Source: an optimization exercise on an open RTL-to-GDS flow (aim: a short achievable clock period and few clock cycles). Production flows keep margins and buffers that such runs may drop.
Function was checked by simulation only, so behaviour that the tests miss may differ from the original.
No driver is modelled on the clock port, so clock power and skew are understated where the tree is cut down; a real chip needs a root buffer or a tree.

## the previous run
==> flow/design.v (excerpt) <==
module ioga (
    input  wire        clk,
    input  wire        rst,
    input  wire        tx_valid,
    output reg         tx_ready,
    input  wire [15:0] tx_code,
    input  wire [31:0] tx_data,
    output reg         rsp_valid,
    output reg  [31:0] rsp_data,
    output reg  [1:0]  rsp_status,    
    output reg         rsp_tc,        
    output reg         rsp_devwr,     
    output reg         irq_line,
    output reg         nmi_line,
    output reg         mem_req,
    output reg         mem_we,
    output reg  [31:0] mem_addr,
    output reg  [7:0]  mem_wdata,
    input  wire        mem_ack,
    input  wire [7:0]  mem_rdata,
    input  wire        mem_err
);
    integer i;
    reg     rst_q;       
    localparam NOP = 35;
    localparam O_RD_VEC = 0,  O_RD_SLO = 1,  O_RD_SHI = 2,  O_RD_NMI = 3,
               O_RD_TMR = 4,  O_RD_PRE = 5,  O_RD_DAD = 6,  O_RD_DVA = 7,
               O_RD_DCN = 8,  O_RD_DCT = 9,
               O_WR_VEC = 10, O_WR_SLO = 11, O_WR_SHI = 12, O_WR_NMI = 13,
               O_WR_T1  = 14, O_WR_T2  = 15, O_WR_T3  = 16, O_WR_PRE = 17,
               O_WR_DAD = 18, O_WR_DVA = 19, O_WR_DCN = 20, O_WR_DCT = 21,
               O_LN_IRQ = 22, O_LN_SFT = 23, O_LN_NMI = 24, O_LN_DRQ = 25,
               O_ACK_I  = 26, O_ACK_N  = 27, O_PEEK_I = 28,
               O_TICK0  = 29, O_TICK1  = 30, O_TICK2  = 31, O_TICK3  = 32,
               O_DSTEP  = 33, O_RESET  = 34;
  ...
==> flow/config.mk <==
export PLATFORM = sky130hd
export DESIGN_NAME = ioga
export DESIGN_NICKNAME = ioga
export VERILOG_FILES = /design/flow/design.v
export SDC_FILE = /design/flow/constraint.sdc
export NUM_CORES = 4
export LEC_CHECK = 0
export CAP_MARGIN = 20
export CORE_MARGIN = 2
export CORE_UTILIZATION = 50
export PLACE_DENSITY = 0.6
export SLEW_MARGIN = 20
==> flow/constraint.sdc <==
create_clock -name core_clock -period 8.0 [get_ports {clk}]
set_input_delay 1.6000 -clock core_clock [delete_from_list [all_inputs] [get_ports {clk}]]
set_output_delay 1.6000 -clock core_clock [all_outputs]
set_load 0.01 [all_outputs]
standard.sh (not shown) runs the stock make flow with config.mk's settings and CLKGATE_MAP_FILE= SYNTH_SCRIPT=/design/flow/synth_recipe.tcl, a recipe that flattens the netlist after the stock synthesis.
==> flow/flow/run.sh <==
#!/bin/bash
# Layout flow: the standard flow (standard.sh) with two changes:
#  - the clock tree is built by flow/mycts.tcl (four root buffers on the
#    clock port, each driving the leaf buffers of one region of the core)
#    in place of TritonCTS, in a copy of the ORFS scripts whose cts.tcl
#    sources it; the rest of cts.tcl (timing repair, placement) is unchanged;
#  - timing repair aims at a larger setup margin.
# Synthesis is the standard one, run first and unchanged.
set -euo pipefail
here=$PWD
export SETUP_SLACK_MARGIN=${SETUP_SLACK_MARGIN_OVERRIDE:-6}
export MYCTS_TCL=$here/flow/mycts.tcl

rm -rf scripts_mod
cp -rp "$FLOW_HOME/scripts" scripts_mod
sed -i 's|log_cmd clock_tree_synthesis {\*}$cts_args|source $::env(MYCTS_TCL)|' scripts_mod/cts.tcl
grep -q 'MYCTS_TCL' scripts_mod/cts.tcl

bash standard.sh synth > synth.log 2>&1
bash standard.sh floorplan place > place.log 2>&1
bash standard.sh SCRIPTS_DIR=$here/scripts_mod cts > cts.log 2>&1
bash standard.sh finish > finish.log 2>&1
Other scripts of this flow, unchanged in this note and not shown: flow/flow/mycts.tcl
No stage failed in the previous run, and the final checks on the layout all came back clean.
Testbench counts of the previous run, summed over its fixed seeds: cycles 32,657.
Input changes introduced in the current run (baseline for comparison: the previous run):
diff --git a/flow/design.v b/flow/design.v
--- a/flow/design.v
+++ b/flow/design.v
@@ -347,38 +347,26 @@
     wire e_mem = d_op[O_DSTEP] && n_dma_nidle && !(dma_moved && cnt_is1) && n_dma_drq;
     wire r_free = !r_valid || x_adv;       
     reg         r_iss;         
     reg         s_dstep;       
     wire        tx_dstep  = (tx_code == 16'h4100);
     wire        q_dstep   = s_valid ? s_dstep : (tx_valid && tx_dstep);
     wire [31:0] la_addr_a  = dma_moved ? addr_step : n_dma_addr;
-    wire        la_nidle_a = n_dma_nidle && !(dma_moved && cnt_is1);
-    wire        la_drq_a   = n_dma_drq;
     wire        la_we_a    = !n_ctrl0;
-    wire        la_cnz_a   = op[O_RESET]  ? 1'b0 :
-                             op[O_WR_DCN] ? !x_dzero :
-                             dma_moved    ? !cnt_is1 : eff_cnt_nz;
     wire        b_reset  = e_valid && d_op[O_RESET];
     wire        b_wrdad  = e_valid && d_op[O_WR_DAD];
     wire        b_wrdct  = e_valid && d_op[O_WR_DCT];
     wire [31:0] rq_addr  = (x_adv && b_reset) ? 32'h0 : (x_adv && b_wrdad) ? e_d : la_addr_a;
     wire        rq_we    = (x_adv && b_reset) ? 1'b1 : (x_adv && b_wrdct) ? !e_d[0] : la_we_a;
-    wire        b_wrdcn  = e_valid && d_op[O_WR_DCN];
-    wire        b_lndrq  = e_valid && d_op[O_LN_DRQ];
-    wire [31:0] la_addr  = b_reset ? 32'h0 : b_wrdad ? e_d : la_addr_a;
-    wire        la_we    = b_reset ? 1'b1 : b_wrdct ? !e_d[0] : la_we_a;
-    wire        nm_cnz_a = op[O_RESET]  ? 1'b0 :
-                           op[O_WR_DCN] ? !x_dzero : eff_cnt_nz;
-    wire        la_drq   = b_reset ? 1'b0 : b_lndrq ? e_d[0] : la_drq_a;
-    wire        la_nidle = b_reset ? 1'b0 :
-                           (b_wrdcn && d_dzero) ? 1'b0 :
-                           (b_lndrq && e_d[0] && !la_drq_a && !n_dma_nidle && nm_cnz_a) ? 1'b1 :
-                           n_dma_nidle;
     wire        b_mem    = e_valid && (r_iss || (d_op[O_DSTEP] && n_dma_nidle && n_dma_drq));
-    wire        la_ok    = !rst_q && !x_mem && !b_mem && la_nidle && la_drq;
+    wire        a_dma    = op[O_WR_DAD] || op[O_WR_DCT] || op[O_WR_DCN] || op[O_LN_DRQ] ||
+                           op[O_RESET];
+    wire        b_dma    = e_valid && (d_op[O_DSTEP] || d_op[O_WR_DAD] || d_op[O_WR_DCT] ||
+                                       d_op[O_WR_DCN] || d_op[O_LN_DRQ] || d_op[O_RESET]);
+    wire        la_ok    = !rst_q && !x_mem && !a_dma && !b_dma && eff_nidle && dma_drq;
     wire        la_issue = q_dstep && la_ok;
     wire        x_issue  = x_adv && e_valid && e_mem && !r_iss;
     always @(posedge clk) begin
         if (rst) begin
             r_valid <= 1'b0;
             r_iss   <= 1'b0;
             s_valid <= 1'b0;
@@ -464,17 +452,16 @@
             x_wh1m1   <= d_wh1m1;
             x_wh2m1   <= d_wh2m1;
             x_wh0z    <= d_wh0z;
             x_wh1z    <= d_wh1z;
         end
         mem_addr <= rq_addr;
         mem_we   <= rq_we;
-        mem_wdata <= la_issue ?
-                         (r_free ? (s_valid ? s_d[7:0] : tx_data[7:0]) : r_d[7:0]) :
-                         (x_adv ? e_d[7:0] : x_d[7:0]);
+        mem_wdata <= (x_adv && !b_mem) ? (s_valid ? s_d[7:0] : tx_data[7:0]) :
+                     (x_adv ? e_d[7:0] : x_d[7:0]);
     end
     reg [31:0] r_data;
     always @* begin
         r_data = 32'h0;
         if (op[O_RD_VEC])
             for (i = 0; i < 16; i = i + 1)
                 if (x_oh[i])
## What came out
Per the final summary, the current run finished and its layout is clean on timing, DRC and antenna.
Between the current run and the previous run, the vertical extent of the die figures differ only marginally.
Summary of the current run over the previous run: final area shows a reduction of 1.7%, total wirelength of the detailed-routed design now smaller, via count has decreased.
Delta (the current run minus the previous run): met3 track demand over resource moved up, sequential cell area share moved up.
The previous run ended up with sky130_fd_sc_hd__nand2_1 as its most common cell after layout, fill and taps aside; the current run ended up with sky130_fd_sc_hd__dfxtp_1.
Testbench counts of the current run, summed over its fixed seeds: cycles 32,754.
No run of this note takes its clock network from TritonCTS; it comes from the design's own scripts or RTL.

## re-timing with driven ports
In the flow no input, the clock included, has a driving cell. The finished layouts below were timed again as built, in two steps.
Step 1 assumes that a clkbuf_16 drives the clock port and a buf_2 every other input.
Step 2 moves the port delays by t, midway between the first and last clock arrival at a register: inputs arrive t later, outputs are due t later. That takes back most of the time a late clock gives input paths.
a / b / c = ideal ports / drivers / drivers and shift; a / b = the first two.
| run | shift t [ns] | slack for setup (ns) | hold WS [ns] | latest minus earliest clock arrival (ns) | cell pins on the clock port's net |
|---|---|---|---|---|---|
| the previous run | 0.629 | 4.784 / 4.917 / 4.288 | 0.336 / 0.336 / 0.336 | 0.046 / 0.046 | 4 |
| the current run | 0.639 | 5.411 / 5.241 / 5.030 | 0.335 / 0.335 / 0.335 | 0.047 / 0.047 | 4 |
After both steps every run listed still meets setup and hold. For the previous run, which loses most, drivers alone change the setup slack by +0.133 ns; drivers and shift together by -0.496 ns.
